From an optimization exercise on the open Yosys and OpenROAD flow, aimed at small area, a short achievable clock period and few clock cycles; shortcuts taken in it are not production practice.
At most, simulation tests tie the RTL to the original design; equivalence was not proved.
Power figures rest on the tool's default switching activity, not on a simulated workload.

== lane 2 ==
Design tcpu_apply, start of the top module:
module tcpu_apply (
    input  wire        clk,
    input  wire        rst,           
    input  wire        start,         
    input  wire [31:0] plen,          
    input  wire [24:0] tlen,          
    output wire        busy,
    output reg         done,          
    output wire [3:0]  result,
    output wire [3:0]  sub,
    output wire [31:0] errinfo,
    output wire [1:0]  pst,
    output reg  [31:0] psc,
    output wire [31:0] applied,
    output wire        src_re,
    output wire [29:0] src_addr,      
    input  wire [31:0] src_rdata,     
    output wire        tgt_we,
    output wire [22:0] tgt_addr,      
    output wire [3:0]  tgt_be,
    output wire [31:0] tgt_wdata
);
Size: ~250 flip-flops, roughly 290 I/O pins, roughly 16000 um^2 of cells after synthesis.
export LEC_CHECK = 0
export CAP_MARGIN = 20
export CORE_MARGIN = 2
export CORE_UTILIZATION = 40
export SETUP_SLACK_MARGIN = 3
export SLEW_MARGIN = 20
create_clock -name core_clock -period 8.0 [get_ports {clk}]
run.sh (not shown) runs the stock make flow with config.mk's settings and CLKGATE_MAP_FILE= SYNTH_SCRIPT=/design/flow/synth_recipe.tcl, a recipe that flattens the netlist after the stock synthesis.
Lane 2 closes out successfully: all stages finished, all timing, DRC and antenna checks passed.
#### Input delta (lane 4 over lane 2)
--- a/flow/design.v
+++ b/flow/design.v
@@ -41,21 +41,20 @@
     reg        q0v;           
     reg [31:0] q0;
     reg [22:0] wa;            
     reg [1:0]  lstart;        
     reg [15:0] nrem;          
     reg        lastr;         
     reg [7:0]  fill;
     reg [3:0]  tmask;         
     reg [1:0]  rot;           
     reg        rwrap;         
-    reg        c6r;           
     reg        we_r;
     reg [3:0]  be_r;
     reg [22:0] addr_r;
     reg [31:0] wdata_r;
     assign busy    = state != S_IDLE;
     assign result  = {1'b0, oc[1], 1'b0, oc[1] & oc[0]};
     assign sub     = {1'b0, subc};
     assign pst     = {oc == OC_CORR, oc == OC_OK};
     assign applied = {2'd0, apc};
     assign errinfo = (oc == OC_CORR) ? psc :
@@ -64,21 +63,21 @@
     wire [63:0] win   = {hi, q0} >> {rot, 3'b000};
     wire [7:0]  b0 = win[7:0], b1 = win[15:8], b2 = win[23:16],
                 b3 = win[31:24], b4 = win[39:32];
     wire [23:0] f_off  = {b0, b1, b2};
     wire [15:0] f_size = {b3, b4};
     wire [15:0] f_run  = {b0, b1};
     wire        av_hi0  = ~|av[31:17];
     wire        av0     = av_hi0 && av[16:0] == 17'd0;
     wire        av_lt3  = av_hi0 && av[16:0] < 17'd3;
     wire        av_lt5  = av_hi0 && av[16:0] < 17'd5;
-    wire        av_ltsz = av_hi0 && (av[16:0] < {1'b0, f_size} + 17'd5);
+    wire        c6r     = av_hi0 && !av[16] && (av[15:0] < nrem);
     wire        skip   = state == S_SKIP;
     wire [3:0]  lane_ge = 4'b1111 << lstart;
     reg  [3:0]  lane_lt;      
     always @(*) begin
         case ({!lastr || nrem[2], nrem[1:0]})
             3'b000: lane_lt = 4'b0000;
             3'b001: lane_lt = 4'b0001 << lstart;
             3'b010: lane_lt = 4'b0011 << lstart;
             3'b011: lane_lt = 4'b0111 << lstart;
             default: lane_lt = 4'b1111;
@@ -115,25 +114,24 @@
             S_REC:  if (q0v && !av_lt3) inc = av_lt5 ? 3'd3 : 3'd5;
             S_RUN:  if (q0v && !av_lt3) inc = 3'd3;
             S_LIT:  if (q0v && !c6r) inc = k;
             S_SKIP: inc = k;
             default: inc = 3'd0;
         endcase
     end
     wire [1:0]  p5     = psc[1:0] + 2'd1;      
     wire [28:0] pinc   = psc[31:3] + 29'd1;
     wire [3:0]  plo    = {1'b0, psc[2:0]} + {1'b0, inc};
-    wire [31:0] psc_ad = {plo[3] ? pinc : psc[31:3], plo[2:0]};
     wire [3:0]  p3lo   = {1'b0, psc[2:0]} + 4'd3;
-    wire [31:0] psc_3  = {p3lo[3] ? pinc : psc[31:3], p3lo[2:0]};
     wire        eofx   = (state == S_REC) && q0v && !av_lt3 && (f_off == EOF_MARK);
-    wire [31:0] psc_nx = eofx ? psc_3 : psc_ad;
+    wire [3:0]  pnlo   = eofx ? p3lo : plo;
+    wire [31:0] psc_nx = {pnlo[3] ? pinc : psc[31:3], pnlo[2:0]};
     wire [28:0] adec   = av[31:3] - 29'd1;
     wire [3:0]  alo    = {1'b0, av[2:0]} - {1'b0, inc};
     wire [31:0] av_nx  = {alo[3] ? adec : av[31:3], alo[2:0]};
     reg [1:0] pop;
     always @(*) begin
         case (state)
             S_HDR:   pop = 2'd1;
             S_REC:   pop = (psc[1:0] == 2'd3) ? 2'd2 : 2'd1;
             S_RUN:   pop = (psc[1:0] != 2'd0) ? 2'd1 : 2'd0;
             S_LIT:   pop = lpop ? 2'd1 : 2'd0;
@@ -229,21 +227,20 @@
                 else if (av_lt3)
                     finish(OC_CORR, 3'd3);
                 else if (f_off == EOF_MARK)
                     finish(OC_OK, 3'd0);
                 else if (av_lt5)
                     finish(OC_CORR, 3'd4);
                 else if (f_size == 16'd0)
                     state <= S_RUN;
                 else
                     state <= S_LIT;    
-                c6r <= av_ltsz;
                 if (f_size != 16'd0) begin
                     rot   <= p5 - f_off[1:0];
                     rwrap <= p5 < f_off[1:0];
                 end
             end
             S_RUN: if (q0v) begin
                 nrem <= f_run;
                 lastr <= {14'd0, f_run} <= 16'd4 - {14'd0, lstart};
                 fill <= b2;
                 if (av_lt3) begin
Notes after the runs:
The final-layout non-clock buffer area share of lane 4 is lower than that of lane 2. Delta(post-route fraction of the period consumed by the critical path, lane 4 - lane 2) < 0. Area growth from synthesis to final layout: lower on lane 4. Comparing lane 2 and lane 4, sequential share of the synthesized area is lower on lane 4. | proportion of power drawn by combinational gates | lower: lane 2 |. Lane 4: all stages complete, timing, DRC and antenna checks passed. Routability-driven placement congestion ratio in lane 4 is 4.2% above lane 2. The run with more routed wire is lane 4, not lane 2. [lane 4] non-clock buffer count fell 17 relative to lane 2. First-pass detailed-route iteration total was lower in the run labelled lane 4.
No functional check of the RTL was part of any run of this note.

* * *

## the reference run
Another version of the RTL of tcpu_apply (not shown whole).
Size in the first run: roughly 1900 cells after synthesis, ~290 I/O pins, roughly 16000 um2 of cells after synthesis.
export LEC_CHECK = 0
export CAP_MARGIN = 20
export CORE_MARGIN = 2
export CORE_UTILIZATION = 70
export SETUP_SLACK_MARGIN = 3.5
export SLEW_MARGIN = 20
create_clock -name core_clock -period 8.0 [get_ports {clk}]
standard.sh (not shown) runs the stock make flow with config.mk's settings and CLKGATE_MAP_FILE= SYNTH_SCRIPT=/design/flow/synth_recipe.tcl, a recipe that flattens the netlist after the stock synthesis.
==> flow/flow/run.sh <==
#!/bin/bash
# The standard layout (standard.sh: ORFS from synthesis to finish), except that each
# port gets the smallest plain buffer, sky130_fd_sc_hd__buf_1, where buffer_ports would
# otherwise pick the delay cell clkdlybuf4s50_1. Every port is still buffered, and the
# timing repair that follows may resize these buffers as it does any other cell.
set -euo pipefail
export BUFFER_PORTS_ARGS="-buffer_cell sky130_fd_sc_hd__buf_1"
bash standard.sh > standard.log 2>&1
Testbench counts of the reference run, summed over its fixed seeds: cycles 37,175.
Edits applied to the flow inputs when going from the reference run to the trial run:
--- a/flow/design.v
+++ b/flow/design.v
@@ -41,24 +41,20 @@
     reg        q0v;           
     reg [31:0] q0;
     reg [22:0] wa;            
     reg [1:0]  lstart;        
     reg [15:0] nrem;          
     reg        lastr;         
     reg [7:0]  fill;
     reg [3:0]  tmask;         
     reg [1:0]  rot;           
     reg        rwrap;         
-    reg        we_r;
-    reg [3:0]  be_r;
-    reg [22:0] addr_r;
-    reg [31:0] wdata_r;
     assign busy    = state != S_IDLE;
     assign result  = {1'b0, oc[1], 1'b0, oc[1] & oc[0]};
     assign sub     = {1'b0, subc};
     assign pst     = {oc == OC_CORR, oc == OC_OK};
     assign applied = {2'd0, apc};
     assign errinfo = (oc == OC_CORR) ? psc :
                      (oc == OC_WF)   ? {7'd0, wa, lstart} : {2'd0, apc};
     wire [31:0] hi    = rwrap ? q0 : src_rdata;
     wire [63:0] win   = {hi, q0} >> {rot, 3'b000};
     wire [7:0]  b0 = win[7:0], b1 = win[15:8], b2 = win[23:16],
@@ -149,35 +145,24 @@
             S_RUN:   pop = (psc[1:0] != 2'd0) ? 2'd1 : 2'd0;
             S_LIT:   pop = lpop ? 2'd1 : 2'd0;
             default: pop = 2'd0;
         endcase
         if (!q0v) pop = 2'd0;
     end
     assign src_re    = !busy || !q0v || (pop != 2'd0);
     assign src_addr  = !busy ? 30'd0 :
                        {(q0v || psc[2]) ? pinc : psc[31:3], ~(q0v ^ psc[2])};
     wire [3:0]  be_c     = (lit_go || rle_go) ? (inrange & tmask) : 4'b0000;
-    assign tgt_addr  = addr_r;
-    assign tgt_be    = be_r;
-    assign tgt_we    = we_r;
-    assign tgt_wdata = wdata_r;
-    always @(posedge clk) begin
-        if (rst) begin
-            we_r <= 1'b0;
-            be_r <= 4'b0000;
-        end else begin
-            we_r <= |be_c;
-            be_r <= be_c;
-        end
-        addr_r  <= wa;
-        wdata_r <= rle_go ? {4{fill}} : win[31:0];
-    end
+    assign tgt_addr  = wa;
+    assign tgt_be    = be_c;
+    assign tgt_we    = |be_c;
+    assign tgt_wdata = rle_go ? {4{fill}} : win[31:0];
     task finish;
         input [1:0] c;
         input [2:0] s;
         begin
             oc    <= c;
             subc  <= s;
             done  <= 1'b1;
             state <= S_IDLE;
         end
     endtask
Results
The trial run: clock-cell share of area lower than the reference run. Slowest cell on the critical path: mux2i_2 -> the trial run, a2111oi_0 -> the reference run. The reference run ended up with apc[15]$_SDFFE_PP0P_ as its end point of the critical path; the trial run ended up with tgt_wdata[31]. The core region area in the trial run was lower than what the reference run gave. Of the trial run and the reference run, the run reporting the higher endpoint arrival time on the critical path was the reference run. Going from the reference run to the trial run, global-route usage grows by 0.25 points. The estimated power of the trial run ends up lower than the estimate for the reference run.
Testbench counts of the trial run, summed over its fixed seeds: cycles 37,175.

* * *

The RTL this note starts from:
==> flow/design.v <==
module tcpu_apply (
    input  wire        clk,
    input  wire        rst,           
    input  wire        start,         
    input  wire [31:0] plen,          
    input  wire [24:0] tlen,          
    output wire        busy,
    output reg         done,          
    output wire [3:0]  result,
    output wire [3:0]  sub,
    output wire [31:0] errinfo,
    output wire [1:0]  pst,
    output reg  [31:0] psc,
    output wire [31:0] applied,
    output wire        src_re,
    output wire [29:0] src_addr,      
    input  wire [31:0] src_rdata,     
    output wire        tgt_we,
    output wire [22:0] tgt_addr,      
    output wire [3:0]  tgt_be,
    output wire [31:0] tgt_wdata
);
    localparam [39:0] PATCH_MAGIC = 40'h5041544348;  
    localparam [23:0] EOF_MARK    = 24'h454F46;      
    localparam [2:0] S_IDLE  = 3'd0,
                     S_HDR   = 3'd1,    
                     S_REC   = 3'd2,    
                     S_RUN   = 3'd3,    
                     S_LIT   = 3'd4,    
                     S_RLE   = 3'd5,    
                     S_SKIP  = 3'd6;    
    localparam [1:0] OC_NONE = 2'd0,    
                     OC_OK   = 2'd1,    
                     OC_CORR = 2'd2,    
                     OC_WF   = 2'd3;    
    reg [2:0]  state;
    reg [1:0]  oc;
    reg [2:0]  subc;
    reg [29:0] apc;           
    reg [31:0] av;            
    reg        q0v;           
    reg [31:0] q0;
    reg [22:0] wa;            
    reg [1:0]  lstart;        
    reg [15:0] nrem;          
    reg [7:0]  fill;
    reg [3:0]  tmask;         
    assign busy    = state != S_IDLE;
    assign result  = {1'b0, oc[1], 1'b0, oc[1] & oc[0]};
    assign sub     = {1'b0, subc};
    assign pst     = {oc == OC_CORR, oc == OC_OK};
    assign applied = {2'd0, apc};
    assign errinfo = (oc == OC_CORR) ? psc :
                     (oc == OC_WF)   ? {7'd0, wa, lstart} : {2'd0, apc};
    wire [1:0]  ls    = (state == S_LIT) ? lstart : 2'd0;
    wire [1:0]  e     = psc[1:0] - ls;
    wire        ewrap = psc[1:0] < ls;
    wire [31:0] hi    = ewrap ? q0 : src_rdata;
    wire [63:0] win   = {hi, q0} >> {e, 3'b000};
    wire [7:0]  b0 = win[7:0], b1 = win[15:8], b2 = win[23:16],
                b3 = win[31:24], b4 = win[39:32];
    wire [23:0] f_off  = {b0, b1, b2};
    wire [15:0] f_size = {b3, b4};
    wire [15:0] f_run  = {b0, b1};
    wire        av_hi0  = ~|av[31:17];
    wire        av0     = av_hi0 && av[16:0] == 17'd0;
    wire        av_lt3  = av_hi0 && av[16:0] < 17'd3;
    wire        av_lt5  = av_hi0 && av[16:0] < 17'd5;
    wire        av_ltsz = av_hi0 && (av[16:0] < {1'b0, f_size} + 17'd5);
    wire        skip   = state == S_SKIP;
    wire        n_big  = |nrem[15:2];
    wire [3:0]  lane_ge = 4'b1111 << lstart;
    reg  [3:0]  lane_lt;      
    always @(*) begin
        case ({n_big, nrem[1:0]})
            3'b000: lane_lt = 4'b0000;
            3'b001: lane_lt = 4'b0001 << lstart;
            3'b010: lane_lt = 4'b0011 << lstart;
            3'b011: lane_lt = 4'b0111 << lstart;
            default: lane_lt = 4'b1111;
        endcase
    end
    wire [3:0]  inrange = lane_ge & lane_lt;
    wire [3:0]  badl    = inrange & ~tmask;
    wire        wfail   = |badl;
    wire [1:0]  fail_lane = badl[0] ? 2'd0 : badl[1] ? 2'd1 : badl[2] ? 2'd2 : 2'd3;
    wire [2:0]  room  = skip ? 3'd4 : 3'd4 - {1'b0, lstart};
    wire        last  = {1'b0, nrem} <= {14'd0, room};
    wire [2:0]  k     = last ? nrem[2:0] : room;
    wire        lpop  = ({1'b0, psc[1:0]} + k) >= 3'd4;
    wire        lit_go = (state == S_LIT) && q0v;
    wire        rle_go = (state == S_RLE);
    wire [22:0] wa_nx  = (state == S_REC) ? {1'b0, f_off[23:2]} : wa + 23'd1;
    wire [22:0] tw     = tlen[24:2];
    reg  [3:0]  tmask_nx;
    always @(*) begin
        if (wa_nx < tw)
            tmask_nx = 4'b1111;
        else if (wa_nx == tw)
            tmask_nx = (4'b0001 << tlen[1:0]) - 4'd1;
        else
            tmask_nx = 4'b0000;
    end
    reg [2:0] inc;
    always @(*) begin
        inc = 3'd0;
        case (state)
            S_HDR:  if (q0v && !av_lt5) inc = 3'd5;
            S_REC:  if (q0v && !av_lt3) inc = (f_off == EOF_MARK || av_lt5) ? 3'd3 : 3'd5;
            S_RUN:  if (q0v && !av_lt3) inc = 3'd3;
            S_LIT:  if (q0v) inc = k;
            S_SKIP: inc = k;
            default: inc = 3'd0;
        endcase
    end
    wire [28:0] pinc   = psc[31:3] + 29'd1;
    wire [3:0]  plo    = {1'b0, psc[2:0]} + {1'b0, inc};
    wire [31:0] psc_nx = {plo[3] ? pinc : psc[31:3], plo[2:0]};
    wire [28:0] adec   = av[31:3] - 29'd1;
    wire [3:0]  alo    = {1'b0, av[2:0]} - {1'b0, inc};
    wire [31:0] av_nx  = {alo[3] ? adec : av[31:3], alo[2:0]};
    reg [1:0] pop;
    always @(*) begin
        case (state)
            S_HDR:   pop = 2'd1;
            S_REC:   pop = (psc[1:0] == 2'd3) ? 2'd2 : 2'd1;
            S_RUN:   pop = (psc[1:0] != 2'd0) ? 2'd1 : 2'd0;
            S_LIT:   pop = lpop ? 2'd1 : 2'd0;
            default: pop = 2'd0;
        endcase
        if (!q0v) pop = 2'd0;
    end
    assign src_re    = !busy || !q0v || (pop != 2'd0);
    assign src_addr  = !busy ? 30'd0 :
                       {(q0v || psc[2]) ? pinc : psc[31:3], ~(q0v ^ psc[2])};
    assign tgt_addr  = wa;
    assign tgt_be    = (lit_go || rle_go) ? (inrange & tmask) : 4'b0000;
    assign tgt_we    = |tgt_be;
    assign tgt_wdata = rle_go ? {4{fill}} : win[31:0];
    task finish;
        input [1:0] c;
        input [2:0] s;
        begin
            oc    <= c;
            subc  <= s;
            done  <= 1'b1;
            state <= S_IDLE;
        end
    endtask
    always @(posedge clk) begin
        if (rst) begin
            state <= S_IDLE;
            done  <= 1'b0;
            oc    <= OC_NONE;
            subc  <= 3'd0;
            psc   <= 32'd0;
            apc   <= 30'd0;
            q0v   <= 1'b0;
        end else begin
            done <= 1'b0;
            psc  <= psc_nx;
            av   <= av_nx;
            if (busy) begin
                if (!q0v) begin
                    q0  <= src_rdata;
                    q0v <= 1'b1;
                end else if (pop == 2'd1) begin
                    q0  <= src_rdata;
                end else if (pop == 2'd2) begin
                    q0v <= 1'b0;
                end
            end
            case (state)
            S_IDLE: begin
                if (start) begin
                    psc    <= 32'd0;
                    av     <= plen;
                    apc    <= 30'd0;
                    q0v    <= 1'b0;
                    lstart <= 2'd0;
                    state  <= S_HDR;
                end
            end
            S_HDR: if (q0v) begin
                if (av_lt5)
                    finish(OC_CORR, 3'd1);
                else if ({b0, b1, b2, b3, b4} != PATCH_MAGIC)
                    finish(OC_CORR, 3'd2);
                else
                    state <= S_REC;
            end
            S_REC: if (q0v) begin
                wa     <= wa_nx;
                tmask  <= tmask_nx;
                lstart <= f_off[1:0];
                nrem   <= f_size;
                if (av0)
                    finish(OC_OK, 3'd1);
                else if (av_lt3)
                    finish(OC_CORR, 3'd3);
                else if (f_off == EOF_MARK)
                    finish(OC_OK, 3'd0);
                else if (av_lt5)
                    finish(OC_CORR, 3'd4);
                else if (f_size == 16'd0)
                    state <= S_RUN;
                else if (av_ltsz)
                    finish(OC_CORR, 3'd6);
                else
                    state <= S_LIT;
            end
            S_RUN: if (q0v) begin
                nrem <= f_run;
                fill <= b2;
                if (av_lt3) begin
                    finish(OC_CORR, 3'd5);
                end else if (f_run == 16'd0) begin
                    apc   <= apc + 30'd1;
                    state <= S_REC;
                end else begin
                    state <= S_RLE;
                end
            end
            S_LIT, S_RLE: if (state == S_RLE || q0v) begin
                nrem <= nrem - {13'd0, k};
                if (wfail) begin
                    lstart <= fail_lane;
                    if (state == S_LIT && !last)
                        state <= S_SKIP;
                    else
                        finish(OC_WF, 3'd0);
                end else begin
                    wa     <= wa_nx;
                    tmask  <= tmask_nx;
                    lstart <= 2'd0;
                    if (last) begin
                        apc   <= apc + 30'd1;
                        state <= S_REC;
                    end
                end
            end
            S_SKIP: begin
                nrem <= nrem - {13'd0, k};
                if (last)
                    finish(OC_WF, 3'd0);
            end
            default: state <= S_IDLE;
            endcase
        end
    end
endmodule
==> flow/config.mk <==
export PLATFORM = sky130hd
export DESIGN_NAME = tcpu_apply
export DESIGN_NICKNAME = tcpu_apply
export VERILOG_FILES = /design/flow/design.v
export SDC_FILE = /design/flow/constraint.sdc
export NUM_CORES = 4
export LEC_CHECK = 0
export CAP_MARGIN = 20
export CORE_MARGIN = 2
export CORE_UTILIZATION = 40
export SLEW_MARGIN = 20
==> flow/constraint.sdc <==
create_clock -name core_clock -period 8.0 [get_ports {clk}]
set_input_delay 1.6000 -clock core_clock [delete_from_list [all_inputs] [get_ports {clk}]]
set_output_delay 1.6000 -clock core_clock [all_outputs]
set_load 0.01 [all_outputs]
run.sh (not shown) runs the stock make flow with config.mk's settings and CLKGATE_MAP_FILE= SYNTH_SCRIPT=/design/flow/synth_recipe.tcl, a recipe that flattens the netlist after the stock synthesis.
Stock flow here: none of the scripts above is used.
The first run finished clean.
Edit:
--- a/flow/design.v
+++ b/flow/design.v
@@ -46,4 +46,6 @@
     reg [7:0]  fill;
     reg [3:0]  tmask;         
+    reg [1:0]  rot;           
+    reg        rwrap;         
     assign busy    = state != S_IDLE;
     assign result  = {1'b0, oc[1], 1'b0, oc[1] & oc[0]};
@@ -53,9 +55,6 @@
     assign errinfo = (oc == OC_CORR) ? psc :
                      (oc == OC_WF)   ? {7'd0, wa, lstart} : {2'd0, apc};
-    wire [1:0]  ls    = (state == S_LIT) ? lstart : 2'd0;
-    wire [1:0]  e     = psc[1:0] - ls;
-    wire        ewrap = psc[1:0] < ls;
-    wire [31:0] hi    = ewrap ? q0 : src_rdata;
-    wire [63:0] win   = {hi, q0} >> {e, 3'b000};
+    wire [31:0] hi    = rwrap ? q0 : src_rdata;
+    wire [63:0] win   = {hi, q0} >> {rot, 3'b000};
     wire [7:0]  b0 = win[7:0], b1 = win[15:8], b2 = win[23:16],
                 b3 = win[31:24], b4 = win[39:32];
@@ -107,5 +106,5 @@
         case (state)
             S_HDR:  if (q0v && !av_lt5) inc = 3'd5;
-            S_REC:  if (q0v && !av_lt3) inc = (f_off == EOF_MARK || av_lt5) ? 3'd3 : 3'd5;
+            S_REC:  if (q0v && !av_lt3) inc = av_lt5 ? 3'd3 : 3'd5;
             S_RUN:  if (q0v && !av_lt3) inc = 3'd3;
             S_LIT:  if (q0v) inc = k;
@@ -114,7 +113,12 @@
         endcase
     end
+    wire [1:0]  p5     = psc[1:0] + 2'd1;      
     wire [28:0] pinc   = psc[31:3] + 29'd1;
     wire [3:0]  plo    = {1'b0, psc[2:0]} + {1'b0, inc};
-    wire [31:0] psc_nx = {plo[3] ? pinc : psc[31:3], plo[2:0]};
+    wire [31:0] psc_ad = {plo[3] ? pinc : psc[31:3], plo[2:0]};
+    wire [3:0]  p3lo   = {1'b0, psc[2:0]} + 4'd3;
+    wire [31:0] psc_3  = {p3lo[3] ? pinc : psc[31:3], p3lo[2:0]};
+    wire        eofx   = (state == S_REC) && q0v && !av_lt3 && (f_off == EOF_MARK);
+    wire [31:0] psc_nx = eofx ? psc_3 : psc_ad;
     wire [28:0] adec   = av[31:3] - 29'd1;
     wire [3:0]  alo    = {1'b0, av[2:0]} - {1'b0, inc};
@@ -161,4 +165,8 @@
             psc  <= psc_nx;
             av   <= av_nx;
+            if (!(state == S_LIT && !q0v)) begin
+                rot   <= plo[1:0];
+                rwrap <= 1'b0;
+            end
             if (busy) begin
                 if (!q0v) begin
@@ -179,4 +187,6 @@
                     q0v    <= 1'b0;
                     lstart <= 2'd0;
+                    rot    <= 2'd0;
+                    rwrap  <= 1'b0;
                     state  <= S_HDR;
                 end
@@ -209,4 +219,8 @@
                 else
                     state <= S_LIT;
+                if (f_size != 16'd0) begin
+                    rot   <= p5 - f_off[1:0];
+                    rwrap <= p5 < f_off[1:0];
+                end
             end
             S_RUN: if (q0v) begin
Die area came out higher by a few percent.
Non-clock buffer count came out lower by 9.
Core utilization came out lower by 0.46 points.
Register-to-register slack gains 0.62 ns.
Synthesized cell count came out higher slightly.
Cell area came out higher slightly.
Cell count came out higher slightly.
Fmax came out higher slightly.
Routed wire length came out higher by a few percent.
Testbench counts after the change, summed over its fixed seeds: cycles 37,175.
The RTL of the first run of this note was laid out without a check of its function.

## re-timing with driven ports
How much do the figures lean on ideal ports? The routed layouts below were timed once more, with nothing changed but the port constraints. Step 1, drivers: a clkbuf_16 drives clk and a buf_2 each remaining input, both assumed. Step 2 also shifts input and output timing later by t, the mid clock arrival at the registers, as if the neighbouring blocks saw the same clock. Three values: ideal ports, drivers, drivers and shift; two values: the first two.
| run | t (ns) | setup slack, ns | worst hold slack (ns) |
|---|---|---|---|
| lane 2 | 0.642 | 2.977 / 3.009 / 2.367 | 0.474 / 0.474 / 0.474 |
| lane 4 | 0.627 | 3.160 / 3.161 / 2.556 | 0.486 / 0.486 / 0.486 |
| the reference run | 0.589 | 3.552 / 3.516 / 2.991 | 0.453 / 0.453 / 0.453 |
| the trial run | 0.494 | 3.480 / 3.435 / 3.158 | 0.463 / 0.463 / 0.463 |
| the first run of note 3 | 0.512 | 1.079 / 1.079 / 1.079 | 0.464 / 0.464 / 0.464 |
| the second run of note 3 | 0.526 | 1.171 / 1.114 / 1.640 | 0.504 / 0.504 / 0.504 |
After both steps setup and hold are still met in every run listed. For lane 2, which loses most, drivers alone change the setup slack by +0.032 ns; drivers and shift together by -0.610 ns.
